Context: an optimization exercise on an open-source flow, tuned for small area. The choices shown serve that exercise and are no tape-out recipe. RTL that was checked went through simulation tests only; none was proved equivalent to the original. Function not checked in runs 2 to 5: the RTL went through the layout flow alone. Power and IR drop assume default switching activity.

==> design/flow/design.v <==
module btu (
    input  wire        clk,
    input  wire        rst,
    input  wire        req_valid,
    input  wire [4:0]  op,
    input  wire [31:0] a,
    input  wire [31:0] b,
    input  wire [31:0] c,
    output wire        resp_valid,
    output reg  [31:0] r
);
    integer i;
    function [1:0] fa;
        input x, y, z;
        fa = {(x & y) | (x & z) | (y & z), x ^ y ^ z};
    endfunction
    wire o4 = op[4];
    wire [3:0] ol = op[3:0];
    wire op_bcompl   = ~o4 & (ol == 4'h0);
    wire op_sign     = ~o4 & (ol == 4'h1);
    wire op_abs      = ~o4 & (ol == 4'h2);
    wire op_min      = ~o4 & (ol == 4'h3);
    wire op_max      = ~o4 & (ol == 4'h4);
    wire op_ispow2   = ~o4 & (ol == 4'h5);
    wire op_log2     = ~o4 & (ol == 4'h6);
    wire op_log10    = ~o4 & (ol == 4'h7);
    wire op_popcnt   = ~o4 & (ol == 4'h8);
    wire op_ctz      = ~o4 & (ol == 4'h9);
    wire op_nextpow2 = ~o4 & (ol == 4'hA);
    wire op_prevpow2 = ~o4 & (ol == 4'hB);
    wire op_parity   = ~o4 & (ol == 4'hC);
    wire op_bitrev   = ~o4 & (ol == 4'hD);
    wire op_ilv2     = ~o4 & (ol == 4'hE);
    wire op_dilv2    = ~o4 & (ol == 4'hF);
    wire op_ilv3     =  o4 & (op[1:0] == 2'd0);
    wire op_dilv3    =  o4 & (op[1:0] == 2'd1);
    wire op_nextcomb =  o4 & op[1];
    reg [31:0] P, F, G;
    always @(*) begin
        P[0] = a[0];
        for (i = 1; i < 32; i = i + 1) P[i] = P[i-1] | a[i];
        F[31] = a[31];
        for (i = 30; i >= 0; i = i - 1) F[i] = F[i+1] | a[i];
        G[0] = 1'b1;
        for (i = 1; i < 32; i = i + 1) G[i] = G[i-1] & (a[i] | ~P[i-1]);
    end
    wire        nz  = P[31];
    wire [31:0] Pm  = {P[30:0], 1'b0};
    wire [31:0] pp2 = F & ~{1'b0, F[31:1]};      
    reg [31:0] x;
    always @(*) begin
        if (op_ctz)                x = ~P;
        else if (op_log2)          x = {1'b0, F[31:1]};
        else if (op_nextcomb)      x = G & Pm;
        else                       x = a;
    end
    wire [9:0] s0, c0;
    genvar gi;
    generate
        for (gi = 0; gi < 10; gi = gi + 1) begin : w1
            assign {c0[gi], s0[gi]} = fa(x[3*gi], x[3*gi+1], x[3*gi+2]);
        end
    endgenerate
    wire [3:0] s1, c1;
    assign {c1[0], s1[0]} = fa(s0[0], s0[1], s0[2]);
    assign {c1[1], s1[1]} = fa(s0[3], s0[4], s0[5]);
    assign {c1[2], s1[2]} = fa(s0[6], s0[7], s0[8]);
    assign {c1[3], s1[3]} = fa(s0[9], x[30], x[31]);
    wire s2, c2, s3, c3;
    assign {c2, s2} = fa(s1[0], s1[1], s1[2]);
    assign {c3, s3} = fa(s2, s1[3], 1'b0);
    wire [15:0] w2 = {c3, c2, c1, c0};
    wire [4:0] t0, d0;
    generate
        for (gi = 0; gi < 5; gi = gi + 1) begin : w2a
            assign {d0[gi], t0[gi]} = fa(w2[3*gi], w2[3*gi+1], w2[3*gi+2]);
        end
    endgenerate
    wire [1:0] t1, d1;
    assign {d1[0], t1[0]} = fa(t0[0], t0[1], t0[2]);
    assign {d1[1], t1[1]} = fa(t0[3], t0[4], w2[15]);
    wire t2, d2;
    assign {d2, t2} = fa(t1[0], t1[1], 1'b0);
    wire [7:0] w4 = {d2, d1, d0};
    wire [1:0] u0, e0;
    assign {e0[0], u0[0]} = fa(w4[0], w4[1], w4[2]);
    assign {e0[1], u0[1]} = fa(w4[3], w4[4], w4[5]);
    wire u1, e1, u2, e2;
    assign {e1, u1} = fa(u0[0], u0[1], w4[6]);
    assign {e2, u2} = fa(u1, w4[7], 1'b0);
    wire v0, f0, v1, f1;
    assign {f0, v0} = fa(e0[0], e0[1], e1);
    assign {f1, v1} = fa(v0, e2, 1'b0);
    wire [5:0] pc = {f0 & f1, f0 ^ f1, v1, u2, t2, s3};
    wire ispow2 = (pc == 6'd1);
    function ge_const;           
        input [31:0] av;
        input [31:0] kv;
        input integer top;
        integer j;
        reg g;
        begin
            g = 1'b1;
            for (j = 0; j < top; j = j + 1)
                g = kv[j] ? (av[j] & g) : (av[j] | g);
            ge_const = g;
        end
    endfunction
    wire [9:1] ge;
    assign ge[1] = ~a[31] & (F[4]  | a[3]  & ge_const(a, 32'd10,         3));
    assign ge[2] = ~a[31] & (F[7]  | a[6]  & ge_const(a, 32'd100,        6));
    assign ge[3] = ~a[31] & (F[10] | a[9]  & ge_const(a, 32'd1000,       9));
    assign ge[4] = ~a[31] & (F[14] | a[13] & ge_const(a, 32'd10000,      13));
    assign ge[5] = ~a[31] & (F[17] | a[16] & ge_const(a, 32'd100000,     16));
    assign ge[6] = ~a[31] & (F[20] | a[19] & ge_const(a, 32'd1000000,    19));
    assign ge[7] = ~a[31] & (F[24] | a[23] & ge_const(a, 32'd10000000,   23));
    assign ge[8] = ~a[31] & (F[27] | a[26] & ge_const(a, 32'd100000000,  26));
    assign ge[9] = ~a[31] & (F[30] | a[29] & ge_const(a, 32'd1000000000, 29));
    wire [3:0] log10_v;
    assign log10_v[3] = ge[8];
    assign log10_v[2] = ge[4] & ~ge[8];
    assign log10_v[1] = ge[2] & ~ge[4] | ge[6] & ~ge[8];
    assign log10_v[0] = ge[1] & ~ge[2] | ge[3] & ~ge[4] | ge[5] & ~ge[6] |
                        ge[7] & ~ge[8] | ge[9];
    wire a_msb_only = a[31] & ~P[30];
    reg [31:0] thermo;
    always @(*) begin
        for (i = 0; i < 32; i = i + 1)
            thermo[i] = (i < pc[4:0]) | (~nz & (i != 31)) | a_msb_only;
    end
    wire [31:0] r_nextcomb = (~G & (a | {G[30:0], 1'b1})) | thermo;
    reg lt;
    always @(*) begin
        lt = 1'b0;
        for (i = 0; i < 31; i = i + 1)
            lt = (~a[i] & b[i]) | (~a[i] & lt) | (b[i] & lt);
        lt = (a[31] & ~b[31]) | (a[31] & lt) | (~b[31] & lt);
    end
    wire pick_b = op_min ? ~lt : lt;
    wire [4:0] sh = b[4:0];
    reg  [3:0] q3;
    reg  [1:0] r3;
    always @(*) begin
        q3 = sh / 3;
        r3 = sh % 3;
    end
    reg [15:0] dv;
    reg [3:0]  dq;
    always @(*) begin
        dv = 16'd0;
        if (op_dilv3) begin
            dq = q3;
            for (i = 0; i < 11; i = i + 1) begin
                if (r3 == 2'd0)      dv[i] = a[3*i];
                else if (r3 == 2'd1) dv[i] = a[3*i+1];
                else                 dv[i] = (i < 10) ? a[3*i+2] : 1'b0;
            end
        end else begin
            dq = sh[4:1];
            for (i = 0; i < 16; i = i + 1)
                dv[i] = sh[0] ? a[2*i+1] : a[2*i];
        end
    end
    wire [15:0] dsh = dv >> dq;
    wire [31:0] r_dilv = {16'd0, dsh[15:10] & {6{~op_dilv3}}, dsh[9:0]};
    reg [31:0] r_ilv2, r_ilv3, r_bitrev;
    always @(*) begin
        r_ilv3 = 32'd0;
        for (i = 0; i < 16; i = i + 1) begin
            r_ilv2[2*i]     = a[i];
            r_ilv2[2*i + 1] = b[i];
        end
        for (i = 0; i < 10; i = i + 1) begin
            r_ilv3[3*i]     = a[i];
            r_ilv3[3*i + 1] = b[i];
            r_ilv3[3*i + 2] = c[i];
        end
        for (i = 0; i < 32; i = i + 1) r_bitrev[i] = a[31-i];
    end
    wire [31:0] m_abs = Pm & {32{a[31]}};
    wire [31:0] r_np2 = ispow2 ? a : {pp2[30:0], ~nz};
    wire [31:0] result =
          ({32{op_bcompl}}   & ~a)
        | ({32{op_sign}}     & {{31{a[31]}}, nz})
        | ({32{op_abs}}      & (a ^ m_abs))
        | ({32{(op_min | op_max) & ~pick_b}} & a)
        | ({32{(op_min | op_max) &  pick_b}} & b)
        | ({32{op_ispow2}}   & {31'd0, ispow2})
        | ({32{op_log2 | op_popcnt | op_ctz}} & {26'd0, pc})
        | ({32{op_log10}}    & {28'd0, log10_v})
        | ({32{op_nextpow2}} & r_np2)
        | ({32{op_prevpow2}} & pp2)
        | ({32{op_parity}}   & {31'd0, pc[0]})
        | ({32{op_bitrev}}   & r_bitrev)
        | ({32{op_ilv2}}     & r_ilv2)
        | ({32{op_dilv2 | op_dilv3}} & r_dilv)
        | ({32{op_ilv3}}     & r_ilv3)
        | ({32{op_nextcomb}} & r_nextcomb);
    reg valid_q;
    always @(posedge clk) begin
        if (rst)
            valid_q <= 1'b0;
        else
            valid_q <= req_valid;
        r <= result;
    end
    assign resp_valid = valid_q & ~rst;
endmodule
==> design/flow/run.sh <==
#!/bin/bash
# synth_recipe.tcl (not shown) runs the flow's synth.tcl, then flattens the netlist and writes it again
# the make line also repeats each setting of config.mk as NAME=value (left out here)
make -C /OpenROAD-flow-scripts/flow DESIGN_CONFIG=/design/flow/config.mk WORK_HOME=/design/flow/orfs CLKGATE_MAP_FILE= SYNTH_SCRIPT=/design/flow/synth_recipe.tcl finish
==> design/flow/config.mk <==
export PLATFORM = sky130hd
export DESIGN_NAME = btu
export DESIGN_NICKNAME = btu
export VERILOG_FILES = /design/flow/design.v
export SDC_FILE = /design/flow/constraint.sdc
export NUM_CORES = 4
export LEC_CHECK = 0
export CAP_MARGIN = 20
export CORE_MARGIN = 2
export CORE_UTILIZATION = 40
export SLEW_MARGIN = 20
==> design/flow/constraint.sdc <==
create_clock -name core_clock -period 12.0 [get_ports {clk}]
set_input_delay 2.4000 -clock core_clock [delete_from_list [all_inputs] [get_ports {clk}]]
set_output_delay 2.4000 -clock core_clock [all_outputs]
set_load 0.01 [all_outputs]
==> flow_summary.json, run 1 <==
{
  "synth_warnings": 1,
  "die_w_um": 158,
  "drc": 0,
  "rows": 56,
  "initial_utilization_pct": 40.6,
  "worstSetupEndpointType": "flop",
  "netlist_instances": 1499,
  "final_core_util_pct": 47.9,
  "powerDensity_nw_per_um2": 254,
  "diodes": 0,
  "ir_drop_mv": 1.04,
  "avgViaCountPerCell": 7.07,
  "syn_area_per_cell_um2": 6.34,
  "fin_crit_ns": 11.51,
  "worst-slew-pin-transition_ns": 1.11,
  "report.final.slew_viol_count": 0,
  "slowest_stage": "clkdlybuf4s50_1",
  "yosys.cell_types.count": 93,
  "hp-class": "input port to flop",
  "io_buffers": 114,
  "ys_seq_elements": 33,
  "cts_hold_buffers": 0,
  "core_area_um2": 23400,
  "grt_pass1_vias": 12000,
  "cts_tree": "built",
  "fin_setup_tns_ns": 0,
  "path_max_fanout": 8,
  "arrival_ns": 11.68,
  "cts_setup_buffers": 0,
  "antenna_found_initial": 3,
  "clock-sinks": 33,
  "cp_slowest_stage_delay_ns": 0.63,
  "synthesis.nets": 1638,
  "netlist.area_leader.share_pct": 7.46,
  "grt_pass1_wl_mm": 78.1,
  "num_vias": 13200,
  "synth_top_flop_cell": "dfxtp_1",
  "h-tree-depth": 2,
  "syn_to_final_growth_pct": 17.8,
  "netlist_top_cells_area": "nand2_1 (7.5%), a21oi_1 (7.3%), dfxtp_1 (6.9%), o21ai_0 (5.9%), fa_1 (5.5%)",
  "fillers": 2499,
  "synth_area_um2": 9510,
  "required_ns": 12.17,
  "grt-ovfl-total": 0,
  "crit_path_frequent_cell": "fa_1",
  "cts_buffers": 5,
  "drt_iter0_drc": 2281,
  "ios": 137,
  "post_drt_wl_per_cell_um": 28.6,
  "final-setup-viol-count": 0,
  "clock-root-buffer": "clkbuf_16",
  "fin_nets": 1685,
  "synth-async-reset-ratio_pct": 0,
  "yosys.area.top_type": "nand2_1",
  "die-area_um2": 25000,
  "track_usage_pct": 42.0,
  "total_power_mw": 2.84,
  "p_leak_nw": 4.06,
  "hold_viol": 0,
  "clk_pin_slew_ns": 0.06,
  "cp-start-kind": "input port",
  "drive_above_1_share_pct": 8.73,
  "grt_max_degree": 52,
  "die_h_um": 158,
  "dp_hpwl_mm": 39.5,
  "maxCapViolations": 0,
  "fmax_mhz": 86.9,
  "synth_edf_count": 0,
  "period_share_pct": 95.9,
  "first_pass_iters": 9,
  "gp_congestion": 1.10,
  "ys_seq_area_share_pct": 6.95,
  "critPathKind": "input port to flop",
  "clock_path_buffers": 2,
  "wl_mm": 53.4,
  "relSlewSlack_pct": 25.5,
  "cts_resized": 0,
  "status": "complete, no violations",
  "rsz0062_at_grt": "false",
  "postRouteAntennaNets": 0
}
[cell usage after synthesis (31+ instances only)]
| cell | count |
|---|---|
| inv_1 | 72 |
| nor2_1 | 131 |
| dfxtp_1 | 33 |
| nand2_1 | 189 |
| o211ai_1 | 34 |
| o21ai_0 | 113 |
| a21oi_1 | 138 |
| a31oi_1 | 31 |
| nand3_1 | 46 |
| nor3_1 | 43 |
| a221oi_1 | 34 |
| clkbuf_1 | 116 |
| o221ai_1 | 35 |
[kinds of logic (layout without fill, tap and decap cells)]
logic type / count (synthesis) / after routing / synth area share, %
multiplexers: 36 / 36 / 4.13
AO/OA/AOI/OAI: 573 / 573 / 41.2
AND/OR/NAND/NOR: 559 / 559 / 28.3
buffers and inverters: 230 / 278 / 9.55
XOR/XNOR: 24 / 24 / 2.21
adder cells (fa/ha/maj): 44 / 44 / 7.60
flip-flops: 33 / 33 / 6.95
[flip-flops by register name, summed over array words and instances (netlist names)]
register,cells
valid_q,1
r,32
[cells in the final DEF (no fill, tap or decap), drive strengths merged, types with 33 or more instances in the layout]
cell type,count
a21oi,140
a221oi,35
buf,83
clkdlybuf4s50,113
dfxtp,33
inv,73
nand2,189
nand3,46
nor2,132
nor3,46
o211ai,34
o21ai,116
o221ai,35
[per-stage QoR]
step	cell area [um^2]	cells	worst slack, ns	hold WS, ns
final	11200	1866	0.488	2.65
after global routing	11200	1866	0.158	2.67
after CTS	11200	1866	0.718	2.65
after detailed placement	11100	1858	0.434	2.96
after global placement	11100	1858	0.475	2.95
after floorplan	9510	1499	2.15	2.47
[worst paths after layout]
check / from / endpoint / slack [ns] / cells past startpoint
hold / removal: req_valid / valid_q / 2.65 / 2
setup / recovery: a[1] / r[0] / 0.49 / 34
[final cells by class]
cell class / count / area (um^2) / area share [%]
multi-input combinational: 1236 / 7980 / 71.2
timing repair buffer: 196 / 1750 / 15.6
inverter: 74 / 278 / 2.48
clock buffer: 6 / 129 / 1.15
tap: 319 / 399 / 3.56
sequential: 33 / 661 / 5.90
clock inverter: 2 / 10.0 / 0.0893
[where the power goes]
| group | internal (mW) | switching [mW] |
|---|---|---|
| Clock | 0.0762 | 0.0522 |
| Sequential | 0.164 | 0.0117 |
| Combinational | 0.810 | 1.73 |
[critical path: cells and delay by family]
kind / cells / cell delay, ns
AND/OR/NAND/NOR: 10 / 2.79
adder cells (fa/ha/maj): 7 / 3.00
AO/OA/AOI/OAI: 10 / 2.06
buffers and inverters: 7 / 1.39
[layer usage]
layer | vias to the layer above | share of wire (%) | track usage (%)
met1 | 6129 | 39 | 56.6
met5 | - | 0.024 | 0
li1 | 5719 | - | -
met2 | 1140 | 39 | 59.4
met4 | 2 | 6.0 | 21.3
met3 | 203 | 16 | 13.4
==> run 2: changes to the inputs <==
--- a/design/flow/design.v
+++ b/design/flow/design.v
@@ -137,32 +137,13 @@
         lt = (a[31] & ~b[31]) | (a[31] & lt) | (~b[31] & lt);
     end
     wire pick_b = op_min ? ~lt : lt;
-    wire [4:0] sh = b[4:0];
-    reg  [3:0] q3;
-    reg  [1:0] r3;
+    wire [31:0] w = a >> b[4:0];
+    reg  [15:0] r_dilv;
     always @(*) begin
-        q3 = sh / 3;
-        r3 = sh % 3;
+        r_dilv = 16'd0;
+        if (op_dilv3) for (i = 0; i < 10; i = i + 1) r_dilv[i] = w[3*i];
+        else          for (i = 0; i < 16; i = i + 1) r_dilv[i] = w[2*i];
     end
-    reg [15:0] dv;
-    reg [3:0]  dq;
-    always @(*) begin
-        dv = 16'd0;
-        if (op_dilv3) begin
-            dq = q3;
-            for (i = 0; i < 11; i = i + 1) begin
-                if (r3 == 2'd0)      dv[i] = a[3*i];
-                else if (r3 == 2'd1) dv[i] = a[3*i+1];
-                else                 dv[i] = (i < 10) ? a[3*i+2] : 1'b0;
-            end
-        end else begin
-            dq = sh[4:1];
-            for (i = 0; i < 16; i = i + 1)
-                dv[i] = sh[0] ? a[2*i+1] : a[2*i];
-        end
-    end
-    wire [15:0] dsh = dv >> dq;
-    wire [31:0] r_dilv = {16'd0, dsh[15:10] & {6{~op_dilv3}}, dsh[9:0]};
     reg [31:0] r_ilv2, r_ilv3, r_bitrev;
     always @(*) begin
         r_ilv3 = 32'd0;
@@ -177,23 +158,26 @@
         end
         for (i = 0; i < 32; i = i + 1) r_bitrev[i] = a[31-i];
     end
-    wire [31:0] m_abs = Pm & {32{a[31]}};
-    wire [31:0] r_np2 = ispow2 ? a : {pp2[30:0], ~nz};
+    wire minmax = op_min | op_max;
+    wire ka = op_bcompl | op_abs | (minmax & ~pick_b) | (op_nextpow2 & ispow2);
+    wire m1 = op_bcompl | (op_sign & a[31]);
+    wire m2 = op_abs & a[31];
+    wire [31:0] xm = {{31{m1}}, op_bcompl | (op_sign & nz)} | ({32{m2}} & Pm);
+    wire [31:0] xa = (a & {32{ka}}) ^ xm;
+    wire [5:0] sml =
+          ({6{op_log2 | op_popcnt | op_ctz}} & pc)
+        | ({6{op_parity}} & {5'd0, pc[0]})
+        | ({6{op_ispow2}} & {5'd0, ispow2})
+        | ({6{op_log10}}  & {2'd0, log10_v});
     wire [31:0] result =
-          ({32{op_bcompl}}   & ~a)
-        | ({32{op_sign}}     & {{31{a[31]}}, nz})
-        | ({32{op_abs}}      & (a ^ m_abs))
-        | ({32{(op_min | op_max) & ~pick_b}} & a)
-        | ({32{(op_min | op_max) &  pick_b}} & b)
-        | ({32{op_ispow2}}   & {31'd0, ispow2})
-        | ({32{op_log2 | op_popcnt | op_ctz}} & {26'd0, pc})
-        | ({32{op_log10}}    & {28'd0, log10_v})
-        | ({32{op_nextpow2}} & r_np2)
+          xa
+        | ({32{minmax & pick_b}} & b)
+        | {26'd0, sml}
+        | ({32{op_nextpow2 & ~ispow2}} & {pp2[30:0], ~nz})
         | ({32{op_prevpow2}} & pp2)
-        | ({32{op_parity}}   & {31'd0, pc[0]})
         | ({32{op_bitrev}}   & r_bitrev)
         | ({32{op_ilv2}}     & r_ilv2)
-        | ({32{op_dilv2 | op_dilv3}} & r_dilv)
+        | ({32{op_dilv2 | op_dilv3}} & {16'd0, r_dilv})
         | ({32{op_ilv3}}     & r_ilv3)
         | ({32{op_nextcomb}} & r_nextcomb);
     reg valid_q;
--- a/design/flow/config.mk
+++ b/design/flow/config.mk
@@ -5,6 +5,7 @@
 export SDC_FILE = /design/flow/constraint.sdc
 export NUM_CORES = 4
 export LEC_CHECK = 0
+export ABC_AREA = 1
 export CAP_MARGIN = 20
 export CORE_MARGIN = 2
 export CORE_UTILIZATION = 40
==> run 2 against run 1 <==
Compared with the run above:
- non-clock buffer count up 5
- area after synthesis down 7.7%
- clock-buffer cell count unchanged
- highest routed layer unchanged
- sequential share of layout area up 0.28 points
- power about the same
- via count down 8.3%
- routed wire length down 11%
- hold slack worse by 0.026 ns
- combinational power about the same
- critical endpoint is now r[7]
- still clean
==> flow_summary.json, run 2 <==
{
  "synth_warnings": 1,
  "drive_above_1_share_pct": 11.1,
  "grt_max_degree": 65,
  "yosys.area_share.adder_pct": 6.78,
  "avgViaCountPerCell": 6.14,
  "cp_slowest_stage_delay_ns": 0.63,
  "synth-async-reset-ratio_pct": 0,
  "h-tree-depth": 2,
  "netlist_instances": 1584,
  "maxCapViolations": 0,
  "grt_pass1_vias": 11300,
  "clock-sinks": 33,
  "synth_mux_area_share_pct": 1.60,
  "required_ns": 12.19,
  "num_vias": 12100,
  "yosys-top-cells-count": "nand2_1 (375), inv_1 (236), nand3_1 (143)",
  "mostFrequentLayoutCells": "nand2_1 (374), inv_1 (236), nand3_1 (142)",
  "top_register": "r",
  "synth_area_um2": 8780,
  "layout_commonest_cell": "nand2_1",
  "final-setup-viol-count": 0,
  "fin_area_um2": 10700,
  "worstSetupEndpointType": "flop",
  "rows": 54,
  "synth-xor-area-share_pct": 0,
  "io_buffers": 114,
  "rsz0062_at_grt": "false",
  "grt_pass1_wl_mm": 71.3,
  "worst-slew-pin-transition_ns": 1.22,
  "post_drt_wl_per_cell_um": 24.1,
  "hold_viol": 0,
  "path_max_fanout": 8,
  "clk_pin_slew_ns": 0.06,
  "synth_simple_gate_area_share_pct": 40.5,
  "critPathKind": "input port to flop",
  "syn_area_per_cell_um2": 5.54,
  "p_leak_nw": 5.02,
  "cts_hold_buffers": 0,
  "ir_drop_mv": 0.291,
  "powerDensity_nw_per_um2": 266,
  "synthesis.nets": 1720,
  "synth_edf_count": 0,
  "crit_path_frequent_cell": "nor2_4",
  "report.final.slew_viol_count": 0,
  "drt_iter0_drc": 1748,
  "cts_setup_buffers": 0,
  "yosys.area.top_type": "nand2_1",
  "top_regs": "r x32, valid_q x1",
  "die_w_um": 152,
  "ios": 137,
  "hp-class": "input port to flop",
  "synth_top_family_by_area": "simple AND/OR/NAND/NOR gates",
  "period_share_pct": 95.0,
  "track_usage_pct": 40.0,
  "fin_crit_ns": 11.40,
  "fmax_mhz": 87.7,
  "drc": 0,
  "cts_buffers": 5,
  "netlist.area_leader.share_pct": 16.0,
  "die_h_um": 152,
  "ys_seq_area_share_pct": 7.52,
  "core_area_um2": 21700,
  "yosys.cell_types.count": 57,
  "cp-start-kind": "input port",
  "diodes": 0,
  "die-area_um2": 23100,
  "cts_resized": 0,
  "netlist_top_cells_area": "nand2_1 (16%), inv_1 (10%), nand3_1 (8.2%), dfxtp_1 (7.5%), o21ai_0 (6.8%)",
  "dp_hpwl_mm": 36.5,
  "synth-compound-area-share_pct": 26.9,
  "clock-root-buffer": "clkbuf_16",
  "slowest_stage": "fa_1",
  "synth_top_flop_cell": "dfxtp_1",
  "fin_setup_tns_ns": 0,
  "largest_reg_flops": 32,
  "wl_mm": 47.5,
  "initial_utilization_pct": 40.5,
  "fin_nets": 1827,
  "antenna_found_initial": 1,
  "status": "complete, no violations",
  "post_dp_cell_area_um2": 10500,
  "arrival_ns": 11.59,
  "ys_seq_elements": 33,
  "gp_congestion": 1.06,
  "postRouteAntennaNets": 0,
  "grt-ovfl-total": 0,
  "clock_path_buffers": 2,
  "first_pass_iters": 6,
  "relSlewSlack_pct": 18.2,
  "cts_tree": "built",
  "yosysMostFrequentCell": "nand2_1",
  "syn_to_final_growth_pct": 21.9
}
-- run 2: cell count changes in the layout (fill, tap and decap cells not counted), moves of 17 or more --
cell / delta
a211oi_1: -17
nand2_1: +185
a31oi_1: -24
nand2_2: +17
nand3_1: +96
o221ai_1: -20
inv_2: +19
inv_1: +164
a21oi_1: -40
nand4_1: +38
a221o_1: -23
nand2b_1: -25
nor2_1: -38
-- run 2: cell type report --
cell class                      instances  area (um^2)
Clock buffer                            6          129
Clock inverter                          2         10.0
Fill cell                            2414        11000
Inverter                              269         1030
Multi-Input combinational cell       1181         6680
Sequential cell                        33          661
Tap cell                              280          350
Timing Repair Buffer                  201         1840
-- run 2: worst paths after layout --
| check | startpoint | endpoint | slack [ns] | depth (start not counted) |
|---|---|---|---|---|
| worst max-delay path | a[30] | r[7] | 0.60 | 52 |
| worst min-delay path | req_valid | valid_q | 2.63 | 3 |
-- run 2: critical path, delay by kind of cell --
| kind | cells | cell delay, ns |
|---|---|---|
| simple gates | 27 | 3.56 |
| compound gates | 2 | 0.50 |
| buf+inv | 14 | 1.66 |
| fa+ha+maj | 9 | 3.44 |
-- run 2: cell families (layout without fill, tap and decap cells) --
family                   count (synthesis)  count (layout)
AO/OA/AOI/OAI                          380             380
adder cells (fa/ha/maj)                 32              32
buffers and inverters                  370             478
flip-flops                              33              33
multiplexers                            14              14
AND/OR/NAND/NOR                        755             755
-- run 2: metrics by stage --
step	worst slack, ns	cells	util, %	total power [mW]	hold slack, ns
3_5_place_dp	0.407	1962	48.5	2.61	2.95
3_3_place_gp	0.419	1962	48.5	2.62	2.93
4_1_cts	0.662	1970	49.1	2.77	2.64
5_1_grt	0.0630	1972	49.3	3.01	2.65
2_1_floorplan	1.83	1584	-	1.38	2.47
6_report	0.602	1972	49.3	2.84	2.63
-- run 2: power by group --
| group | switching [mW] | internal, mW |
|---|---|---|
| sequential | 0.0128 | 0.165 |
| clock | 0.0622 | 0.0766 |
| combinational | 1.60 | 0.925 |
-- run 2: per-layer routing --
layer,GRT usage (%),vias to the layer above,wire [um]
met2,61.1,882,20400
li1,-,5542,-
met1,52.4,5505,18500
met3,10.3,170,5830
met4,20.0,2,2710
met5,0,-,13
==> run 3: changes to the inputs <==
==> design/flow/flow/run.sh (new file) <==
#!/bin/bash
set -euo pipefail
W=$(pwd)
{
  echo 'proc abc {args} {'
  echo '  set i [lsearch $args -script]'
  echo "  if {\$i >= 0} { lset args [expr {\$i + 1}] $W/flow/area.abc }"
  echo '  yosys abc {*}$args'
  echo '}'
  echo "source $W/synth_recipe.tcl"
} > "$W/synth_area.tcl"
mk=$(grep '^make ' standard.sh)
mk_synth=$(printf '%s' "$mk" | sed -e "s#SYNTH_SCRIPT=[^ ]*#SYNTH_SCRIPT=$W/synth_area.tcl#" -e 's#"${@:-finish}"#synth#')
echo "$mk_synth" > synth_cmd.txt
eval "$mk_synth" > synth.log 2>&1
bash standard.sh > layout.log 2>&1
==> design/flow/flow/area.abc (new file) <==
strash
dc2
balance; rewrite; refactor; balance; rewrite; rewrite -z; balance; refactor -z; rewrite -z; balance
&get -n
&dch -f
&nf -a -p
&put
topo
==> design/flow/standard.sh (new file) <==
#!/bin/bash
# synth_recipe.tcl (not shown) runs the flow's synth.tcl, then flattens the netlist and writes it again
# the make line also repeats each setting of config.mk as NAME=value (left out here)
make -C /OpenROAD-flow-scripts/flow DESIGN_CONFIG=/design/flow/config.mk WORK_HOME=/design/flow/orfs CLKGATE_MAP_FILE= SYNTH_SCRIPT=/design/flow/synth_recipe.tcl "${@:-finish}"
--- a/design/flow/config.mk
+++ b/design/flow/config.mk
@@ -5,7 +5,6 @@
 export SDC_FILE = /design/flow/constraint.sdc
 export NUM_CORES = 4
 export LEC_CHECK = 0
-export ABC_AREA = 1
 export CAP_MARGIN = 20
 export CORE_MARGIN = 2
 export CORE_UTILIZATION = 40
removed: design/flow/run.sh
==> run 3 against run 2 <==
Compared with the run above:
- critical path type unchanged
- largest power group unchanged
- non-clock buffer count grew 82
- flip-flop and latch count did not move
- final cell count decreased by 16%
==> flow_summary.json, run 3 <==
{
  "status": "complete, no violations",
  "p_leak_nw": 3.98,
  "synth_top_flop_cell": "dfxtp_1",
  "synthesis.nets": 1263,
  "netlist_instances": 1127,
  "crit_path_frequent_cell": "fa_1",
  "avgViaCountPerCell": 6.99,
  "top_register": "r",
  "wl_mm": 42.0,
  "yosysMostFrequentCell": "nand2_1",
  "period_share_pct": 96.6,
  "yosys.cell_types.count": 58,
  "die-area_um2": 19100,
  "largest_reg_flops": 32,
  "met3_length_mm": 5.91,
  "gp_congestion": 1.06,
  "cts_tree": "built",
  "worst-slew-pin-transition_ns": 0.992,
  "synth-xor-area-share_pct": 0.121,
  "hp-class": "input port to flop",
  "ys_seq_area_share_pct": 9.16,
  "relSlewSlack_pct": 33.7,
  "cp_top_family": "adder cells",
  "drt_iter0_drc": 2104,
  "initial_utilization_pct": 40.4,
  "die_w_um": 138,
  "drc": 0,
  "netlist_top_cells_area": "dfxtp_1 (9.2%), a21oi_1 (9.1%), o21ai_0 (9.1%), nand2_1 (7.4%), fa_1 (7.2%)",
  "grt_pass1_wl_mm": 62.3,
  "grt_pass1_vias": 10500,
  "synth_area_um2": 7220,
  "fin_crit_ns": 11.59,
  "yosys.area.top_type": "dfxtp_1",
  "dr.max_layer_used": "met5",
  "clock_path_buffers": 2,
  "synth-compound-area-share_pct": 43.5,
  "ys_seq_elements": 33,
  "synth-async-reset-ratio_pct": 0,
  "wl_met2_mm": 17.4,
  "dp_hpwl_mm": 31.3,
  "mostFrequentLayoutCells": "buf_4 (165), nand2_1 (143), a21oi_1 (131)",
  "fin_setup_tns_ns": 0,
  "clock-sinks": 33,
  "cts_buffers": 5,
  "path_max_fanout": 16,
  "ios": 137,
  "yosys.area_share.adder_pct": 8.25,
  "num_vias": 11500,
  "syn_to_final_growth_pct": 41.8,
  "core_area_um2": 17800,
  "worst_slack_ns": 0.407,
  "critPathBufInv": 8,
  "grt-ovfl-total": 0,
  "post_drt_wl_per_cell_um": 25.5,
  "seqCellArea_um2": 661,
  "clock-root-buffer": "clkbuf_16",
  "final-setup-viol-count": 0,
  "worstSetupEndpointType": "flop",
  "slowest_stage": "fa_1",
  "synth_warnings": 1,
  "die_h_um": 138,
  "h-tree-depth": 2,
  "postRouteAntennaNets": 0,
  "met1_length_mm": 15.8,
  "maxCapViolations": 0,
  "yosys-top-cells-count": "nand2_1 (143), a21oi_1 (131), o21ai_0 (131)",
  "hold_viol": 0,
  "ir_drop_mv": 0.395,
  "required_ns": 12.17,
  "cp-start-kind": "input port",
  "cp_slowest_stage_delay_ns": 0.55,
  "layout_commonest_cell": "buf_4",
  "fin_nets": 1553,
  "track_usage_pct": 41.6,
  "pre_cts_slack_ns": -0.662,
  "diodes": 0,
  "first_pass_iters": 9,
  "critPathKind": "input port to flop",
  "antenna_found_initial": 1,
  "synth_mux_area_share_pct": 4.32,
  "total_power_mw": 2.67,
  "grt_max_degree": 45,
  "top_regs": "r x32, valid_q x1",
  "drive_above_1_share_pct": 14.5,
  "report.final.slew_viol_count": 0,
  "synth_simple_gate_area_share_pct": 31.3,
  "powerDensity_nw_per_um2": 261,
  "syn_area_per_cell_um2": 6.40,
  "io_buffers": 114,
  "synth_top_family_by_area": "compound AO/OA/AOI/OAI gates",
  "fillers": 1855,
  "clk_pin_slew_ns": 0.06,
  "rows": 49,
  "multiInputGateArea_um2": 6440,
  "netlist.area_leader.share_pct": 9.16,
  "synth_edf_count": 0,
  "fmax_mhz": 86.3,
  "arrival_ns": 11.77
}
[run 3: changes by cell type in the layout (fill, tap and decap cells not counted), moves of 17 or more]
| cell | delta |
|---|---|
| a31oi_1 | +24 |
| inv_1 | -236 |
| a21oi_1 | +33 |
| inv_2 | -20 |
| and3_1 | +18 |
| buf_4 | +82 |
| clkinv_1 | +56 |
| a222oi_1 | +28 |
| nand3_1 | -60 |
| nand2_1 | -231 |
| nand2_2 | -17 |
| nand4_1 | -25 |
[run 3: power breakdown]
part	internal, mW	leakage (nW)	switching [mW]
Sequential	0.165	0.277	0.0126
Clock	0.0882	0.0799	0.0575
Combinational	0.928	3.62	1.42
Total	1.18	3.98	1.49
[run 3: layer usage]
metal | up-vias | global-route usage [%]
met5 | - | 0
met4 | 2 | 22.3
met3 | 228 | 10.3
met2 | 999 | 62.3
met1 | 5267 | 55.2
li1 | 5024 | -
[run 3: kinds of logic (layout without fill, tap and decap cells)]
| group | Yosys count | in the layout |
|---|---|---|
| buf+inv | 65 | 356 |
| compound gates | 492 | 492 |
| mux | 26 | 26 |
| flops | 33 | 33 |
| xor+xnor | 1 | 1 |
| simple gates | 478 | 478 |
| fa+ha+maj | 32 | 32 |
[run 3: metrics by stage]
| stage | hold slack, ns | instance area, um^2 | cells | utilization, % |
|---|---|---|---|---|
| 2_1_floorplan | 2.47 | 7230 | 1127 | - |
| 3_3_place_gp | 2.97 | 9970 | 1636 | 55.9 |
| 3_5_place_dp | 2.98 | 9970 | 1636 | 55.9 |
| 4_1_cts | 2.67 | 10200 | 1647 | 57.0 |
| 5_1_grt | 2.70 | 10200 | 1647 | 57.4 |
| 6_report | 2.66 | 10200 | 1647 | 57.4 |
[run 3: worst paths after layout]
| path | from | to | slack, ns | cells past startpoint |
|---|---|---|---|---|
| setup / recovery | a[0] | r[31] | 0.41 | 40 |
| hold / removal | req_valid | valid_q | 2.66 | 2 |
[run 3: what timing repair did]
action / CTS / global route
pin swaps: 0 / 1
buffers inserted: 3 / 0
hold buffers: 0 / 0
gates resized for setup: 3 / 20
hold endpoints to repair: 0 / 0
endpoints found under the setup margin: 32 / 32
[run 3: cell type report]
cell class,count,area share [%]
clock buffer,7,1.49
clock inverter,1,0.0489
inverter,65,2.38
multi-input combinational,1029,62.9
sequential,33,6.45
tap,229,2.80
timing repair buffer,283,23.9
==> run 4: changes to the inputs <==
--- a/design/flow/design.v
+++ b/design/flow/design.v
@@ -35,15 +35,29 @@
     wire op_ilv3     =  o4 & (op[1:0] == 2'd0);
     wire op_dilv3    =  o4 & (op[1:0] == 2'd1);
     wire op_nextcomb =  o4 & op[1];
-    reg [31:0] P, F, G;
-    always @(*) begin
-        P[0] = a[0];
-        for (i = 1; i < 32; i = i + 1) P[i] = P[i-1] | a[i];
-        F[31] = a[31];
-        for (i = 30; i >= 0; i = i - 1) F[i] = F[i+1] | a[i];
-        G[0] = 1'b1;
-        for (i = 1; i < 32; i = i + 1) G[i] = G[i-1] & (a[i] | ~P[i-1]);
-    end
+    function [31:0] pfx_or;
+        input [31:0] v;
+        reg   [31:0] t;
+        integer l, k;
+        begin
+            t = v;
+            for (l = 1; l < 32; l = l * 2)
+                for (k = 2 * l - 1; k < 32; k = k + 2 * l)
+                    t[k] = t[k] | t[k - l];
+            for (l = 8; l >= 1; l = l / 2)
+                for (k = 3 * l - 1; k < 32; k = k + 2 * l)
+                    t[k] = t[k] | t[k - l];
+            pfx_or = t;
+        end
+    endfunction
+    function [31:0] rev;
+        input [31:0] v;
+        integer k;
+        for (k = 0; k < 32; k = k + 1) rev[k] = v[31 - k];
+    endfunction
+    wire [31:0] P = pfx_or(a);
+    wire [31:0] F = rev(pfx_or(rev(a)));
+    wire [31:0] G = ~pfx_or(~a & {P[30:0], 1'b0});
     wire        nz  = P[31];
     wire [31:0] Pm  = {P[30:0], 1'b0};
     wire [31:0] pp2 = F & ~{1'b0, F[31:1]};      
--- a/design/flow/flow/run.sh
+++ b/design/flow/flow/run.sh
@@ -13,4 +13,4 @@
 mk_synth=$(printf '%s' "$mk" | sed -e "s#SYNTH_SCRIPT=[^ ]*#SYNTH_SCRIPT=$W/synth_area.tcl#" -e 's#"${@:-finish}"#synth#')
 echo "$mk_synth" > synth_cmd.txt
 eval "$mk_synth" > synth.log 2>&1
-bash standard.sh > layout.log 2>&1
+bash standard.sh "BUFFER_PORTS_ARGS=-buffer_cell sky130_fd_sc_hd__buf_1" finish > layout.log 2>&1
--- a/design/flow/config.mk
+++ b/design/flow/config.mk
@@ -8,4 +8,5 @@
 export CAP_MARGIN = 20
 export CORE_MARGIN = 2
 export CORE_UTILIZATION = 40
+export GPL_TIMING_DRIVEN = 0
 export SLEW_MARGIN = 20
==> run 4 against run 3 <==
Compared with the run above:
- power down 13%
- synthesized cell count increased by 0.98%
- die area is 0.61% lower
- flip-flop and latch count is the same
- via count shrank 5.7%
- setup slack better by 0.014 ns
- sequential share of layout area rose by 1.2 points
- critical path type unchanged
- hold slack got worse by 0.38 ns
==> flow_summary.json, run 4 <==
{
  "synth-compound-area-share_pct": 43.9,
  "fmax_mhz": 86.4,
  "post_dp_cell_area_um2": 8090,
  "p_leak_nw": 3.03,
  "yosys-top-cells-count": "a21oi_1 (163), nand2_1 (152), o21ai_0 (125)",
  "place_inst": 1485,
  "die_w_um": 138,
  "synth-async-reset-ratio_pct": 0,
  "synth_simple_gate_area_share_pct": 31.3,
  "syn_to_final_growth_pct": 20.4,
  "synth_top_flop_cell": "dfxtp_1",
  "clk_pin_slew_ns": 0.06,
  "swShare_pct": 63.0,
  "fillers": 1869,
  "power.switching_mw": 1.46,
  "worst_slack_ns": 0.422,
  "syn_area_per_cell_um2": 6.30,
  "clock-sinks": 33,
  "crit_path_frequent_cell": "fa_1",
  "status": "complete, no violations",
  "fin_nets": 1420,
  "hold_depth": 2,
  "diodes": 0,
  "cp-startpoint": "a[29]",
  "clkPwrFrac_pct": 5.9,
  "first_pass_iters": 15,
  "track_usage_pct": 39.8,
  "clock-root-buffer": "clkbuf_16",
  "hold_viol": 0,
  "grt_pass1_wl_mm": 57.1,
  "ys_seq_elements": 33,
  "grt_pass1_vias": 9475,
  "critPathBufInv": 5,
  "antenna_found_initial": 0,
  "required_ns": 12.18,
  "netlist_top_cells_area": "a21oi_1 (11%), dfxtp_1 (9.2%), o21ai_0 (8.7%), nand2_1 (8.0%), fa_1 (7.3%)",
  "rsz0062_at_grt": "false",
  "p_int_mw": 0.858,
  "ir_drop_mv": 0.319,
  "fin_area_um2": 8640,
  "ys_seq_area_share_pct": 9.21,
  "yosys.cell_types.count": 60,
  "path_depth": 33,
  "path_max_fanout": 14,
  "synth-xor-area-share_pct": 0.244,
  "drc": 0,
  "ios": 137,
  "largest_reg_flops": 32,
  "slowest_stage": "fa_1",
  "grt-ovfl-total": 0,
  "period_share_pct": 96.5,
  "top_regs": "r x32, valid_q x1",
  "final-setup-viol-count": 0,
  "fin_crit_ns": 11.58,
  "arrival_ns": 11.76,
  "synthesis.nets": 1274,
  "synth_mux_area_share_pct": 3.70,
  "critPathKind": "input port to flop",
  "die_h_um": 138,
  "die-area_um2": 19000,
  "cts_tree": "built",
  "post_drt_wl_per_cell_um": 25.7,
  "synth_edf_count": 0,
  "relSlewSlack_pct": 23.7,
  "netlist_instances": 1138,
  "final_core_util_pct": 49.6,
  "maxCapViolations": 0,
  "drive_above_1_share_pct": 7.09,
  "pre_cts_slack_ns": -3.04,
  "cp-start-kind": "input port",
  "cts_buffers": 5,
  "top_register": "r",
  "wl_mm": 38.7,
  "worst-slew-pin-transition_ns": 1.14,
  "yosysMostFrequentCell": "a21oi_1",
  "initial_utilization_pct": 41.2,
  "fin_cells": 1508,
  "seq_power_share_pct": 7.4,
  "rows": 48,
  "drt_iter0_drc": 2416,
  "gp_congestion": 1.06,
  "num_vias": 10900,
  "powerDensity_nw_per_um2": 269,
  "mostFrequentLayoutCells": "a21oi_1 (162), nand2_1 (150), o21ai_0 (125)",
  "worstSetupEndpointType": "flop",
  "report.final.slew_viol_count": 0,
  "yosys.area_share.adder_pct": 8.31,
  "cp_slowest_stage_delay_ns": 0.59,
  "hp-class": "input port to flop",
  "met1_length_mm": 14.0,
  "synth_area_um2": 7170,
  "io_buffers": 114,
  "dr.max_layer_used": "met5",
  "layout_commonest_cell": "a21oi_1",
  "synth_top_family_by_area": "compound AO/OA/AOI/OAI gates",
  "netlist.area_leader.share_pct": 11.4,
  "clock_path_buffers": 2,
  "avgViaCountPerCell": 7.20,
  "wl_met2_mm": 15.9,
  "grt_max_degree": 43,
  "met3_length_mm": 5.81,
  "core_area_um2": 17400,
  "crit_path_end": "r[12]",
  "postRouteAntennaNets": 0,
  "dp_hpwl_mm": 27.1,
  "synth_warnings": 1,
  "cp_top_family": "simple AND/OR/NAND/NOR gates",
  "h-tree-depth": 2,
  "combPwrFrac_pct": 86.7,
  "yosys.area.top_type": "a21oi_1"
}
[run 4: cell count changes after synthesis, sizes merged, moves of 9 or more]
cell    change
nand2       +9
nor2       +13
a21oi      +32
nor3       -14
a31oi      -10
o211ai      -9
[run 4: power groups by stage]
stage	registers, mW	clock network, mW	logic, mW
final	0.173	0.137	2.01
after global routing	0.179	0.140	2.07
after CTS	0.173	0.137	1.80
after floorplan	0.203	0	1.01
after global placement	0.174	0	1.67
after detailed placement	0.175	0	1.66
[run 4: how the worst min path moves through the flow]
stage,from,end,slack (ns)
6_report,rst,valid_q,2.28
2_1_floorplan,rst,valid_q,2.47
3_3_place_gp,rst,valid_q,2.59
4_1_cts,rst,valid_q,2.29
5_1_grt,rst,valid_q,2.32
3_5_place_dp,rst,valid_q,2.60
[run 4: cell families (layout without fill, tap and decap cells)]
kind of cell,Yosys count,after routing
buf+inv,64,208
compound gates,499,500
simple gates,483,483
fa+ha+maj,32,32
xor+xnor,2,2
mux,25,25
flops,33,33
[run 4: metal layers]
| metal | vias to the layer above | track usage [%] |
|---|---|---|
| met5 | - | 0 |
| met4 | 2 | 20.9 |
| met1 | 4903 | 51.7 |
| li1 | 4760 | - |
| met3 | 253 | 11.9 |
| met2 | 943 | 59.2 |
[run 4: cell type report]
| cell class | count | area [um^2] | share of cell area, % |
|---|---|---|---|
| Clock buffer | 5 | 125 | 1.45 |
| Clock inverter | 1 | 5.00 | 0.0580 |
| Inverter | 64 | 244 | 2.83 |
| Multi-Input combinational cell | 1042 | 6610 | 76.5 |
| Sequential cell | 33 | 661 | 7.65 |
| Tap cell | 225 | 282 | 3.26 |
| Timing Repair Buffer | 138 | 713 | 8.26 |
[run 4: repair_timing]
item | 4_1_cts | 5_1_grt
endpoints found under the hold margin | 0 | 0
cloned | 1 | 0
setup buffers | 3 | 13
setup endpoints to repair | 32 | 32
gates resized for setup | 50 | 36
hold buffers | 0 | 0
pin swaps | 2 | 9
[run 4: metrics by stage]
stage / TNS [ns] / total power [mW] / hold slack (ns)
after global routing: 0 / 2.38 / 2.32
final: 0 / 2.32 / 2.28
after detailed placement: -87.02 / 1.84 / 2.60
after CTS: 0 / 2.11 / 2.29
after floorplan: 0 / 1.21 / 2.47
after global placement: -101.38 / 1.84 / 2.59
==> run 5: changes to the inputs <==
==> design/flow/flow/area.abc (replaced) <==
strash
dch -f
map
topo
==> run 5 against run 4 <==
Compared with the run above:
- sequential power about the same
- largest cell class unchanged
- hold slack lost 0.013 ns
- area after synthesis up 7.9%
- still clean
- largest power group unchanged
- routed wire length rose by 16%
- first-iteration DRC count fell by 28%
- highest routed layer is now met4
==> flow_summary.json, run 5 <==
{
  "grt-ovfl-total": 0,
  "grt_pass1_wl_mm": 66.6,
  "report.final.slew_viol_count": 0,
  "drt_iter0_drc": 1741,
  "fillers": 2152,
  "grt_max_degree": 38,
  "clock-sinks": 33,
  "largest_reg_flops": 32,
  "synth-async-reset-ratio_pct": 0,
  "critPathKind": "input port to flop",
  "multiInputGateArea_um2": 6590,
  "postRouteAntennaNets": 0,
  "die-area_um2": 20500,
  "cp_slowest_stage_delay_ns": 0.53,
  "syn_area_per_cell_um2": 5.65,
  "initial_utilization_pct": 41.1,
  "num_vias": 12000,
  "h-tree-depth": 2,
  "final-setup-viol-count": 0,
  "ios": 137,
  "p_leak_nw": 3.05,
  "top_regs": "r x32, valid_q x1",
  "netlist_top_cells_area": "nor2_1 (11%), nand2_1 (9.7%), clkinv_1 (9.6%), o21ai_0 (9.4%), dfxtp_1 (8.5%)",
  "clock_path_buffers": 2,
  "cp-start-kind": "input port",
  "path_max_fanout": 22,
  "grt_pass1_vias": 10800,
  "cts_hold_buffers": 0,
  "hp-start": "req_valid",
  "holdPathEnd": "valid_q",
  "post_drt_wl_per_cell_um": 25.4,
  "worst_slack_ns": 0.442,
  "slowest_stage": "fa_1",
  "synth_area_um2": 7740,
  "cts_tree": "built",
  "period_share_pct": 96.3,
  "fin_nets": 1646,
  "status": "complete, no violations",
  "core_area_um2": 18800,
  "ir_drop_mv": 0.277,
  "antenna_found_initial": 0,
  "clock-root-buffer": "clkbuf_16",
  "synthesis.nets": 1506,
  "dp_hpwl_mm": 34.3,
  "synth_edf_count": 0,
  "drive_above_1_share_pct": 5.82,
  "yosys.area.top_type": "nor2_1",
  "synth_warnings": 1,
  "crit_path_frequent_cell": "fa_1",
  "rows": 50,
  "avgViaCountPerCell": 6.78,
  "fmax_mhz": 86.5,
  "hold_viol": 0,
  "yosys-top-cells-count": "nor2_1 (217), nand2_1 (200), clkinv_1 (197)",
  "pre_cts_slack_ns": -2.77,
  "die_w_um": 143,
  "gp_congestion": 1.06,
  "wl_mm": 45.1,
  "yosysMostFrequentCell": "nor2_1",
  "arrival_ns": 11.74,
  "mostFrequentLayoutCells": "nor2_1 (198), nand2_1 (197), clkinv_1 (189)",
  "hp-class": "input port to flop",
  "netlist_instances": 1370,
  "fin_crit_ns": 11.56,
  "layout_commonest_cell": "nor2_1",
  "seqCellArea_um2": 661,
  "first_pass_iters": 8,
  "worstSetupEndpointType": "flop",
  "io_buffers": 114,
  "netlist.area_leader.share_pct": 10.5,
  "die_h_um": 143,
  "total_power_mw": 2.33,
  "synth_top_flop_cell": "dfxtp_1",
  "powerDensity_nw_per_um2": 251,
  "rsz0062_at_grt": "false",
  "track_usage_pct": 43.2,
  "ys_seq_area_share_pct": 8.54,
  "cts_buffers": 5,
  "worst-slew-pin-transition_ns": 1.22,
  "ys_seq_elements": 33,
  "clk_pin_slew_ns": 0.06,
  "hold_depth": 3,
  "relSlewSlack_pct": 18.6,
  "required_ns": 12.18,
  "yosys.cell_types.count": 36,
  "maxCapViolations": 0,
  "top_register": "r",
  "drc": 0,
  "syn_to_final_growth_pct": 20.2
}
run 5: kinds of logic after synthesis:
kind of cell,synth area share [%]
DFF,8.54
AOI/OAI and AO/OA,42.4
and+or+nand+nor,31.4
adders and majority gates,7.70
buffers and inverters,9.56
muxes,0.388
run 5: report_power, final:
group          switching, mW  total [mW]  internal, mW
clock network         0.0639       0.168         0.104
logic                   1.38        1.99         0.608
registers             0.0110       0.173         0.162
total                   1.46        2.33         0.875
run 5: cell type report:
type / count / area share, %
multi-input cells: 1140 / 70.9
inverters: 197 / 8.20
diodes: 1 / 0.0269
flip-flops and latches: 33 / 7.11
repair buffers: 133 / 8.45
clock buffers: 7 / 1.53
clock inverters: 1 / 0.323
well taps: 260 / 3.50
run 5: metrics by stage:
step / hold slack (ns) / utilization (%) / area (um^2) / cells / TNS [ns]
2_1_floorplan: 2.47 / - / 7740 / 1370 / 0
3_3_place_gp: 2.59 / 45.1 / 8490 / 1744 / -106.94
3_5_place_dp: 2.59 / 47.0 / 8850 / 1755 / -67.12
4_1_cts: 2.27 / 48.5 / 9140 / 1767 / 0
5_1_grt: 2.28 / 49.3 / 9290 / 1771 / 0
6_report: 2.27 / 49.4 / 9300 / 1772 / 0
run 5: critical path, delay by kind of cell:
family | cells | cell delay, ns
fa+ha+maj | 8 | 3.19
buf+inv | 9 | 1.09
compound gates | 14 | 2.89
simple gates | 13 | 2.12
run 5: worst max-delay path by stage:
stage,startpoint,end
2_1_floorplan,a[0],r[10]
3_3_place_gp,op[4],r[6]
3_5_place_dp,a[3],r[2]
4_1_cts,a[7],r[0]
5_1_grt,a[0],r[0]
6_report,a[0],r[2]
run 5: timing repair:
| item | in CTS | in global routing |
|---|---|---|
| setup endpoints to repair | 32 | 32 |
| setup buffers | 4 | 4 |
| pin swaps | 2 | 1 |
| resized for setup | 31 | 35 |
run 5: per-layer routing:
metal	up-vias	track usage (%)	wire length [um]
li1	5344	-	-
met1	5539	59.2	17900
met2	960	65.4	18800
met3	166	8.48	5980
met4	0	19.0	2360
met5	-	0	0
==> run 6: changes to the inputs <==
--- a/design/flow/design.v
+++ b/design/flow/design.v
@@ -1,3 +1,18 @@
+module btu_pfx_or (
+    input  wire [31:0] v,
+    output reg  [31:0] o
+);
+    integer l, k;
+    always @(*) begin
+        o = v;
+        for (l = 1; l < 32; l = l * 2)
+            for (k = 2 * l - 1; k < 32; k = k + 2 * l)
+                o[k] = o[k] | o[k - l];
+        for (l = 8; l >= 1; l = l / 2)
+            for (k = 3 * l - 1; k < 32; k = k + 2 * l)
+                o[k] = o[k] | o[k - l];
+    end
+endmodule
 module btu (
     input  wire        clk,
     input  wire        rst,
@@ -35,36 +50,23 @@
     wire op_ilv3     =  o4 & (op[1:0] == 2'd0);
     wire op_dilv3    =  o4 & (op[1:0] == 2'd1);
     wire op_nextcomb =  o4 & op[1];
-    function [31:0] pfx_or;
-        input [31:0] v;
-        reg   [31:0] t;
-        integer l, k;
-        begin
-            t = v;
-            for (l = 1; l < 32; l = l * 2)
-                for (k = 2 * l - 1; k < 32; k = k + 2 * l)
-                    t[k] = t[k] | t[k - l];
-            for (l = 8; l >= 1; l = l / 2)
-                for (k = 3 * l - 1; k < 32; k = k + 2 * l)
-                    t[k] = t[k] | t[k - l];
-            pfx_or = t;
-        end
-    endfunction
     function [31:0] rev;
         input [31:0] v;
         integer k;
         for (k = 0; k < 32; k = k + 1) rev[k] = v[31 - k];
     endfunction
-    wire [31:0] P = pfx_or(a);
-    wire [31:0] F = rev(pfx_or(rev(a)));
-    wire [31:0] G = ~pfx_or(~a & {P[30:0], 1'b0});
+    wire [31:0] P, Fr, K;
+    btu_pfx_or u_p (.v(a), .o(P));
+    btu_pfx_or u_f (.v(rev(a)), .o(Fr));
+    wire [31:0] F = rev(Fr);
+    btu_pfx_or u_g (.v(~a & {P[30:0], 1'b0}), .o(K));
+    wire [31:0] G = ~K;
     wire        nz  = P[31];
     wire [31:0] Pm  = {P[30:0], 1'b0};
     wire [31:0] pp2 = F & ~{1'b0, F[31:1]};      
     reg [31:0] x;
     always @(*) begin
         if (op_ctz)                x = ~P;
-        else if (op_log2)          x = {1'b0, F[31:1]};
         else if (op_nextcomb)      x = G & Pm;
         else                       x = a;
     end
@@ -107,6 +109,12 @@
     assign {f1, v1} = fa(v0, e2, 1'b0);
     wire [5:0] pc = {f0 & f1, f0 ^ f1, v1, u2, t2, s3};
     wire ispow2 = (pc == 6'd1);
+    reg [4:0] log2_v;
+    always @(*) begin
+        log2_v = 5'd0;
+        for (i = 0; i < 32; i = i + 1)
+            if (pp2[i]) log2_v = log2_v | i[4:0];
+    end
     function ge_const;           
         input [31:0] av;
         input [31:0] kv;
@@ -179,7 +187,8 @@
     wire [31:0] xm = {{31{m1}}, op_bcompl | (op_sign & nz)} | ({32{m2}} & Pm);
     wire [31:0] xa = (a & {32{ka}}) ^ xm;
     wire [5:0] sml =
-          ({6{op_log2 | op_popcnt | op_ctz}} & pc)
+          ({6{op_popcnt | op_ctz}} & pc)
+        | ({6{op_log2}}   & {1'b0, log2_v})
         | ({6{op_parity}} & {5'd0, pc[0]})
         | ({6{op_ispow2}} & {5'd0, ispow2})
         | ({6{op_log10}}  & {2'd0, log10_v});
==> design/flow/flow/area.abc (replaced) <==
strash
dc2
balance; rewrite; refactor; balance; rewrite; rewrite -z; balance; refactor -z; rewrite -z; balance
&get -n
&dch -f
&nf -a -p
&put
topo
==> run 6 against run 5 <==
Compared with the run above:
- die area shrank 7.9%
- global-route usage down 2.8 points
- flip-flop and latch count unchanged
- maximum frequency down 0.45%
- utilization is 0.79 points lower
- hold slack improved by 0.035 ns
- sequential power hardly changed
- setup slack worse by 0.052 ns
- clock power is 19% lower
- final cell count fell by 18%
- non-clock buffer count unchanged
- sequential share of layout area rose by 0.73 points
==> flow_summary.json, run 6 <==
{
  "yosys.area_share.adder_pct": 8.38,
  "synth-async-reset-ratio_pct": 0,
  "cp_top_family": "adder cells",
  "relSlewSlack_pct": 21.9,
  "critPathKind": "input port to flop",
  "netlist.area_leader.share_pct": 9.51,
  "clock_path_buffers": 2,
  "synth_top_flop_cell": "dfxtp_1",
  "antenna_found_initial": 0,
  "period_share_pct": 96.8,
  "wl_mm": 38.5,
  "ios": 137,
  "top_register": "r",
  "ir_drop_mv": 0.643,
  "path_depth": 39,
  "synth-xor-area-share_pct": 0.123,
  "ys_seq_elements": 33,
  "worst_slack_ns": 0.390,
  "clk_pin_slew_ns": 0.05,
  "cp-start-kind": "input port",
  "p_leak_nw": 2.87,
  "grt_pass1_wl_mm": 56.8,
  "worstSetupEndpointType": "flop",
  "cts_buffers": 5,
  "yosys-top-cells-count": "a21oi_1 (135), nand2_1 (132), o21ai_0 (131)",
  "drc": 0,
  "holdPathEnd": "valid_q",
  "cp_slowest_stage_delay_ns": 0.63,
  "fin_crit_ns": 11.61,
  "report.final.slew_viol_count": 0,
  "synth_area_um2": 7110,
  "crit_path_frequent_cell": "fa_1",
  "clock-sinks": 33,
  "ys_seq_area_share_pct": 9.30,
  "avgViaCountPerCell": 7.13,
  "fillers": 1917,
  "path_max_fanout": 20,
  "cts_tree": "built",
  "synth_simple_gate_area_share_pct": 28.6,
  "hp-class": "input port to flop",
  "synth_mux_area_share_pct": 3.87,
  "layout_commonest_cell": "a21oi_1",
  "mostFrequentLayoutCells": "a21oi_1 (133), nand2_1 (131), o21ai_0 (130)",
  "yosys.cell_types.count": 63,
  "hold_viol": 0,
  "num_vias": 10400,
  "synth_warnings": 2,
  "slowest_stage": "or4_4",
  "arrival_ns": 11.78,
  "die_h_um": 137,
  "hold_depth": 2,
  "drive_above_1_share_pct": 5.92,
  "die-area_um2": 18800,
  "final-setup-viol-count": 0,
  "grt_max_degree": 39,
  "gp_congestion": 1.02,
  "yosysMostFrequentCell": "a21oi_1",
  "track_usage_pct": 40.4,
  "postRouteAntennaNets": 0,
  "critPathBufInv": 7,
  "core_area_um2": 17400,
  "initial_utilization_pct": 40.9,
  "synthesis.nets": 1229,
  "largest_reg_flops": 32,
  "netlist_top_cells_area": "a21oi_1 (9.5%), dfxtp_1 (9.3%), o21ai_0 (9.2%), fa_1 (7.3%), nand2_1 (7.0%)",
  "netlist_instances": 1093,
  "diodes": 0,
  "grt_pass1_vias": 9377,
  "fmax_mhz": 86.1,
  "rows": 48,
  "die_w_um": 137,
  "h-tree-depth": 2,
  "post_drt_wl_per_cell_um": 26.4,
  "status": "complete, no violations",
  "powerDensity_nw_per_um2": 230,
  "worst-slew-pin-transition_ns": 1.17,
  "final_core_util_pct": 48.6,
  "fin_nets": 1369,
  "multiInputGateArea_um2": 6430,
  "hp-start": "rst",
  "first_pass_iters": 8,
  "syn_area_per_cell_um2": 6.50,
  "synth_edf_count": 0,
  "top_regs": "r x32, valid_q x1",
  "io_buffers": 114,
  "drt_iter0_drc": 1667,
  "dp_hpwl_mm": 28.9,
  "synth-compound-area-share_pct": 46.5,
  "yosys.area.top_type": "a21oi_1",
  "grt-ovfl-total": 0,
  "required_ns": 12.17,
  "syn_to_final_growth_pct": 18.6,
  "maxCapViolations": 0,
  "clock-root-buffer": "clkbuf_16",
  "pre_cts_slack_ns": -2.26,
  "synth_top_family_by_area": "compound AO/OA/AOI/OAI gates",
  "seqCellArea_um2": 661
}
-- run 6: cell types whose count changed after synthesis, moves of 16 or more --
cell / previous run / this run
a222oi_1: 0 / 25
o22ai_1: 84 / 21
nand3_1: 113 / 50
nand2_1: 200 / 132
clkinv_1: 197 / 61
a21o_1: 0 / 16
nor2_1: 217 / 88
mux2i_1: 3 / 23
and3_1: 0 / 20
a21oi_1: 111 / 135
a41oi_1: 32 / 1
-- run 6: what timing repair did --
action | 4_1_cts | 5_1_grt
buffers inserted | 2 | 5
resized for setup | 39 | 21
pin swaps | 1 | 2
setup endpoints to repair | 32 | 32
hold buffers | 0 | 0
-- run 6: kinds of logic (layout without fill, tap and decap cells) --
family          after synthesis  in the layout
compound gates              513            513
buf+inv                      61            201
flops                        33             33
mux                          26             26
simple gates                427            427
xor+xnor                      1              1
fa+ha+maj                    32             32
-- run 6: worst max-delay path by stage --
| stage | slack [ns] | startpoint | to |
|---|---|---|---|
| floorplan | 0.25 | a[0] | r[3] |
| global placement | -3.08 | a[4] | r[3] |
| detailed placement | -2.26 | a[4] | r[26] |
| CTS | 0.03 | a[3] | r[21] |
| global route | -0.007 | a[1] | r[3] |
| finish | 0.39 | a[1] | r[3] |
-- run 6: per-layer routing --
metal  part of all wire [%]  up-vias  GRT usage [%]
met5                      0        -              0
met4                    5.9        0           21.4
met3                     12      138           9.60
met2                     43      722           61.3
met1                     39     4897           53.0
li1                       -     4643              -
-- run 6: final cells by class --
| cell class | instances | area share [%] |
|---|---|---|
| timing repair buffer | 133 | 8.12 |
| multi-input combinational | 999 | 76.3 |
| inverter | 61 | 2.73 |
| tap | 225 | 3.34 |
| clock buffer | 7 | 1.69 |
| sequential | 33 | 7.84 |
-- run 6: metrics by stage --
stage / hold WS (ns) / cells / instance area (um^2) / total power [mW] / setup TNS, ns
after detailed placement: 2.60 / 1443 / 8060 / 1.56 / -62.89
after global routing: 2.31 / 1458 / 8430 / 2.01 / -0.00678
final: 2.31 / 1458 / 8430 / 1.94 / 0
after CTS: 2.30 / 1452 / 8320 / 1.82 / 0
after floorplan: 2.47 / 1093 / 7110 / 1.01 / 0
after global placement: 2.59 / 1432 / 7820 / 1.56 / -87.18
-- run 6: power by group --
part | total (mW) | internal [mW] | switching [mW]
combinational | 1.63 | 0.484 | 1.14
clock | 0.136 | 0.0817 | 0.0542
sequential | 0.171 | 0.161 | 0.0104
total | 1.94 | 0.727 | 1.21

==> what the ideal ports hide <==
In the flow no input, the clock included, has a driving cell. The finished layouts below were timed again as built, in two steps.
Step 1 sets driving cells, clkbuf_16 on the clock port and buf_2 on the other inputs (assumed; they add their load-dependent delay and slew).
Step 2 also shifts input and output timing later by t, the mid clock arrival at the registers, as if the neighbouring blocks saw the same clock.
a / b / c = ideal / step 1 / step 2; a / b = the first two.
run | shift t [ns] | slack for setup (ns) | latest minus earliest clock arrival (ns) | slew at the worst register clock pin (ns) | worst data-port slew with drivers (ns)
run 1 | 0.344 | 0.488 / 0.514 / 0.171 | 0.006 / 0.005 | 0.06 / 0.06 | 0.07
run 2 | 0.352 | 0.602 / 0.623 / 0.271 | 0.003 / 0.004 | 0.06 / 0.06 | 0.05
run 3 | 0.335 | 0.407 / 0.429 / 0.094 | 0.010 / 0.010 | 0.06 / 0.06 | 0.06
run 4 | 0.344 | 0.422 / 0.442 / 0.098 | 0.010 / 0.010 | 0.07 / 0.07 | 0.06
run 5 | 0.355 | 0.442 / 0.471 / 0.116 | 0.010 / 0.010 | 0.07 / 0.07 | 0.04
run 6 | 0.333 | 0.390 / 0.410 / 0.077 | 0.006 / 0.006 | 0.06 / 0.06 | 0.04
After both steps every run listed still meets setup and hold. For run 2, which loses most, drivers alone change the setup slack by +0.021 ns; drivers and shift together by -0.331 ns.
